What follows belongs to an exercise in optimizing a design on an open flow for small area; a production flow would make more cautious choices.
At most, simulation tests tie the RTL to the original design; equivalence was not proved.

==> module l1ado_core, before the edit <==
module l1ado_core (
    input  wire        clk,
    input  wire        rst,         
    input  wire        ld_we,
    input  wire [7:0]  ld_addr,
    input  wire [7:0]  ld_data,
    input  wire [7:0]  mem_raddr,
    output wire [7:0]  mem_rdata,
    input  wire        start,
    input  wire [7:0]  start_pc,
    input  wire        cap_en,
    input  wire [15:0] cap,
    output reg         busy,
    output reg         done,
    output reg  [1:0]  reason,      
    output wire [7:0]  pc,
    output wire [7:0]  acc,
    output wire [15:0] icount,
    output wire        in_req,
    input  wire        in_valid,
    input  wire [7:0]  in_data,
    output wire        out_valid,
    output wire [7:0]  out_data
);
    localparam [1:0] S_FETCH = 2'd0, S_OPER = 2'd1, S_MEM1 = 2'd2,
                     S_MEM2 = 2'd3;
    reg [2047:0] mem;               
    reg        ph;                  
    reg [7:0]  pc_r, a_r, ad_r, op_r;
    reg [1:0]  st;
    reg [15:0] cnt_r, cap_r;
    reg        cap_en_r;
    genvar gi, gb;
    wire [7:0] raddr = !busy ? mem_raddr :
                       (st == S_FETCH || st == S_OPER) ? pc_r : ad_r;
    wire [15:0] r_hi, r_lo;
    wire [255:0] rsel;
    generate
        for (gi = 0; gi < 16; gi = gi + 1) begin : g_rdec
            assign r_hi[gi] = (raddr[7:4] == gi);
            assign r_lo[gi] = (raddr[3:0] == gi);
        end
        for (gi = 0; gi < 256; gi = gi + 1) begin : g_rsel
            assign rsel[gi] = r_hi[gi / 16] & r_lo[gi % 16];
        end
    endgenerate
    wire [7:0] rd;
    generate
        for (gb = 0; gb < 8; gb = gb + 1) begin : g_rbit
            wire [85:0] t;
            for (gi = 0; gi < 85; gi = gi + 1) begin : g_grp
                l1ado_aoi222 u_sel (
                    .a1(rsel[3*gi]),     .a2(mem[8*(3*gi) + gb]),
                    .b1(rsel[3*gi + 1]), .b2(mem[8*(3*gi + 1) + gb]),
                    .c1(rsel[3*gi + 2]), .c2(mem[8*(3*gi + 2) + gb]),
                    .y(t[gi]));
            end
            assign t[85] = ~(rsel[255] & mem[8*255 + gb]);
            assign rd[gb] = ~(&t) ^ ph;
        end
    endgenerate
    wire valid_op =
        (rd == 8'h00) || (rd == 8'h10) || (rd == 8'h11) || (rd == 8'h12) ||
        (rd == 8'h20) || (rd == 8'h21) || (rd == 8'h22) ||
        (rd == 8'h40) || (rd == 8'h41) || (rd == 8'h48) || (rd == 8'h49) ||
        (rd == 8'h60) || (rd == 8'h61) || (rd == 8'h62) ||
        (rd == 8'hC0) || (rd == 8'hC1) || (rd == 8'hC8) || (rd == 8'hC9) ||
        (rd == 8'hE0) || (rd == 8'hE1) || (rd == 8'hE2);
    wire is_mem  = op_r[6];           
    wire is_ind  = op_r[7];           
    wire is_jmp  = op_r[4];           
    wire is_alu  = op_r[5];           
    wire is_st   = op_r[3];           
    wire is_io   = op_r[0];           
    reg [7:0] alu_y;
    always @(*) begin
        case (op_r[1:0])
            2'd0:    alu_y = a_r + rd;
            2'd1:    alu_y = a_r - rd;
            default: alu_y = ~(a_r & rd);
        endcase
    end
    wire take = (op_r[1:0] == 2'd0) ? 1'b1 :
                (op_r[1:0] == 2'd1) ? a_r[7] : (a_r == 8'd0);
    wire final_mem = (st == S_MEM2) || (st == S_MEM1 && !is_ind);
    wire in_wait   = final_mem && is_st && is_io;
    wire wr_core   = final_mem && is_st && (!is_io || in_valid);
    wire fetch   = (st == S_FETCH);
    wire oper    = (st == S_OPER);
    wire capped  = cap_en_r && (cnt_r == cap_r);
    wire fin_imm = oper && !is_mem;
    wire fin     = fin_imm || (final_mem && !(in_wait && !in_valid));
    wire [7:0] pc_inc = pc_r + 8'd1;
    wire [7:0] pc_d   = (fin_imm && is_jmp && take) ? rd : pc_inc;
    wire [7:0] pc_end = fin_imm ? pc_d : pc_r;      
    wire       halt   = (pc_end == 8'd0);
    wire       a_we   = fin && !is_st && !is_jmp && (is_alu || !is_io);
    wire       we    = busy ? wr_core : ld_we;
    wire [7:0] waddr = busy ? ad_r : ld_addr;
    wire [7:0] wdata = !busy ? ld_data : (is_io ? in_data : a_r);
    wire [7:0] wx = wdata ^ {8{ph}};
    always @(posedge clk)
        ph <= ~ph;
    wire [63:0] w_grp;
    wire [3:0]  w_pos;
    wire [31:0] w_x;                  
    generate
        for (gi = 0; gi < 64; gi = gi + 1) begin : g_wgrp
            assign w_grp[gi] = we && (waddr[7:2] == gi);
        end
        for (gi = 0; gi < 4; gi = gi + 1) begin : g_wpos
            assign w_pos[gi] = (waddr[1:0] == gi);
            for (gb = 0; gb < 8; gb = gb + 1) begin : g_x
                assign w_x[8*gi + gb] = ~w_pos[gi] | wx[gb];
            end
        end
        for (gi = 0; gi < 256; gi = gi + 1) begin : g_word
            wire sel  = w_grp[gi / 4] & w_pos[gi % 4];
            wire keep = ~w_grp[gi / 4];
            for (gb = 0; gb < 8; gb = gb + 1) begin : g_bit
                wire d;
                l1ado_oai22 u_bit (
                    .a1(mem[8*gi + gb]), .a2(sel),
                    .b1(keep),           .b2(w_x[8*(gi % 4) + gb]),
                    .y(d));
                always @(posedge clk)
                    mem[8*gi + gb] <= d;
            end
        end
    endgenerate
    always @(posedge clk) begin
        if (rst) begin
            busy <= 1'b0;
            done <= 1'b0;
        end else if (!busy) begin
            if (start) begin
                busy     <= 1'b1;
                done     <= 1'b0;
                st       <= S_FETCH;
                cnt_r    <= 16'd0;
                cap_r    <= cap;
                cap_en_r <= cap_en;
                pc_r     <= start_pc;
                a_r      <= 8'd0;
            end
        end else begin
            if ((fetch && !capped) || oper)
                pc_r <= pc_d;
            if (fetch)
                op_r <= rd;
            if (oper || (st == S_MEM1 && is_ind))
                ad_r <= rd;
            if (a_we)
                a_r <= is_alu ? alu_y : rd;
            if (fin)
                cnt_r <= cnt_r + 16'd1;
            if (fetch) begin
                if (capped) begin
                    busy   <= 1'b0;
                    done   <= 1'b1;
                    reason <= 2'd2;
                end else if (!valid_op) begin
                    busy   <= 1'b0;
                    done   <= 1'b1;
                    reason <= 2'd3;
                end else begin
                    st <= S_OPER;
                end
            end else if (fin) begin
                if (halt) begin
                    busy   <= 1'b0;
                    done   <= 1'b1;
                    reason <= 2'd1;
                end
                st <= S_FETCH;
            end else if (oper) begin
                st <= S_MEM1;
            end else begin
                st <= S_MEM2;     
            end
        end
    end
    assign mem_rdata = rd;
    assign pc        = pc_r;
    assign acc       = a_r;
    assign icount    = cnt_r;
    assign in_req    = busy && in_wait;
    assign out_valid = busy && final_mem && !is_st && !is_alu && is_io;
    assign out_data  = rd;
endmodule
clock: 10.0 ns
lec_check: 0
cap_margin: 0
core_margin: 2
core_utilization: 50
place_density: 0.6
setup_slack_margin: 0.3
slew_margin: 0
synth_hierarchical: 1
synth_minimum_keep_size: 0
tns_end_percent: 100
standard.sh (not shown) runs the stock make flow with config.mk's settings and CLKGATE_MAP_FILE= SYNTH_SCRIPT=/design/flow/synth_recipe.tcl, a recipe that flattens the netlist after the stock synthesis.
==> flow/flow/run.sh <==
#!/bin/bash
# Layout flow: the standard flow (standard.sh) with two changes:
#  - clock tree synthesis without dummy loads, with clkbuf_8 clock buffers
#    and sink clusters sized for them;
#  - port buffers of a small buffer cell (buf_2) instead of the default
#    delay cell.
# Every tool's output goes to flow.log in the work folder (ORFS also keeps
# its per-step logs under orfs/logs/).
set -euo pipefail
export CTS_ARGS="-sink_clustering_enable -repair_clock_nets -dont_use_dummy_load -sink_clustering_size 16 -sink_clustering_max_diameter 50 -buf_list {sky130_fd_sc_hd__clkbuf_8}"
export BUFFER_PORTS_ARGS="-buffer_cell sky130_fd_sc_hd__buf_2"
bash standard.sh > flow.log 2>&1
The starting point finished but fails on negative setup slack.
Edit:
--- a/flow/design.v
+++ b/flow/design.v
@@ -8,8 +8,32 @@
     input  wire a1, a2, b1, b2, c1, c2,
     output wire y
 );
     assign y = ~((a1 & a2) | (b1 & b2) | (c1 & c2));
+endmodule
+module l1ado_nand4 (
+    input  wire a, b, c, d,
+    output wire y
+);
+    assign y = ~(a & b & c & d);
+endmodule
+module l1ado_nand3 (
+    input  wire a, b, c,
+    output wire y
+);
+    assign y = ~(a & b & c);
+endmodule
+module l1ado_nor2 (
+    input  wire a, b,
+    output wire y
+);
+    assign y = ~(a | b);
+endmodule
+module l1ado_nor3 (
+    input  wire a, b, c,
+    output wire y
+);
+    assign y = ~(a | b | c);
 endmodule
 module l1ado_core (
     input  wire        clk,
     input  wire        rst,         
@@ -67,9 +91,25 @@
                     .c1(rsel[3*gi + 2]), .c2(mem[8*(3*gi + 2) + gb]),
                     .y(t[gi]));
             end
             assign t[85] = ~(rsel[255] & mem[8*255 + gb]);
-            assign rd[gb] = ~(&t) ^ ph;
+            wire [21:0] u;            
+            wire [10:0] v;            
+            wire [2:0]  w;            
+            wire        z;            
+            for (gi = 0; gi < 21; gi = gi + 1) begin : g_l1
+                l1ado_nand4 u_l1 (.a(t[4*gi]), .b(t[4*gi + 1]), .c(t[4*gi + 2]),
+                                  .d(t[4*gi + 3]), .y(u[gi]));
+            end
+            assign u[21] = ~(t[84] & t[85]);
+            for (gi = 0; gi < 11; gi = gi + 1) begin : g_l2
+                l1ado_nor2 u_l2 (.a(u[2*gi]), .b(u[2*gi + 1]), .y(v[gi]));
+            end
+            l1ado_nand4 u_l3a (.a(v[0]), .b(v[1]), .c(v[2]), .d(v[3]), .y(w[0]));
+            l1ado_nand4 u_l3b (.a(v[4]), .b(v[5]), .c(v[6]), .d(v[7]), .y(w[1]));
+            l1ado_nand3 u_l3c (.a(v[8]), .b(v[9]), .c(v[10]), .y(w[2]));
+            l1ado_nor3  u_l4  (.a(w[0]), .b(w[1]), .c(w[2]), .y(z));
+            assign rd[gb] = ~(z ^ ph);
         end
     endgenerate
     wire valid_op =
         (rd == 8'h00) || (rd == 8'h10) || (rd == 8'h11) || (rd == 8'h12) ||
What happened: The changed run completed with no timing, DRC or antenna violations. Wire length increases by 1.5%. Worst setup slack improved by 700 ps. Sequential cell count is unchanged. Critical path depth decreases by 1. Count of clock-buffer cells in the layout stays the same. Worst hold slack barely changes. Register-to-register slack improved by 1100 ps.
Function not checked in the first run of this note: the RTL went through the layout flow alone.

-- static timing again, ports no longer ideal --
The results above use ideal ports. As a check the final layouts listed here were re-extracted and re-timed, cells and wires unchanged. Step 1 (the two cells are an assumption about what drives the block):
set clk [get_ports {clk}]
set_driving_cell -lib_cell sky130_fd_sc_hd__clkbuf_16 $clk
set_driving_cell -lib_cell sky130_fd_sc_hd__buf_2 [delete_from_list [all_inputs] $clk]
Step 2 adds t to the input delays and takes it off the output delays; t is the mean of the earliest and latest rising clock arrival at the registers after step 1. Input paths then give back, and output paths get back, about the clock's delay inside the block. Slacks: ideal / step 1 / step 2; pairs: ideal / step 1.
| run | t, ns | setup WS [ns] | worst setup path after step 2 |
|---|---|---|---|
| the first run | 1.018 | -0.056 / -0.081 / -0.161 | input to register |
| the second run | 0.990 | 0.646 / 0.620 / 0.620 | input to output |
The setup slack of the first run, which loses most, moves by -0.025 ns with the drivers and by -0.105 ns with both steps.
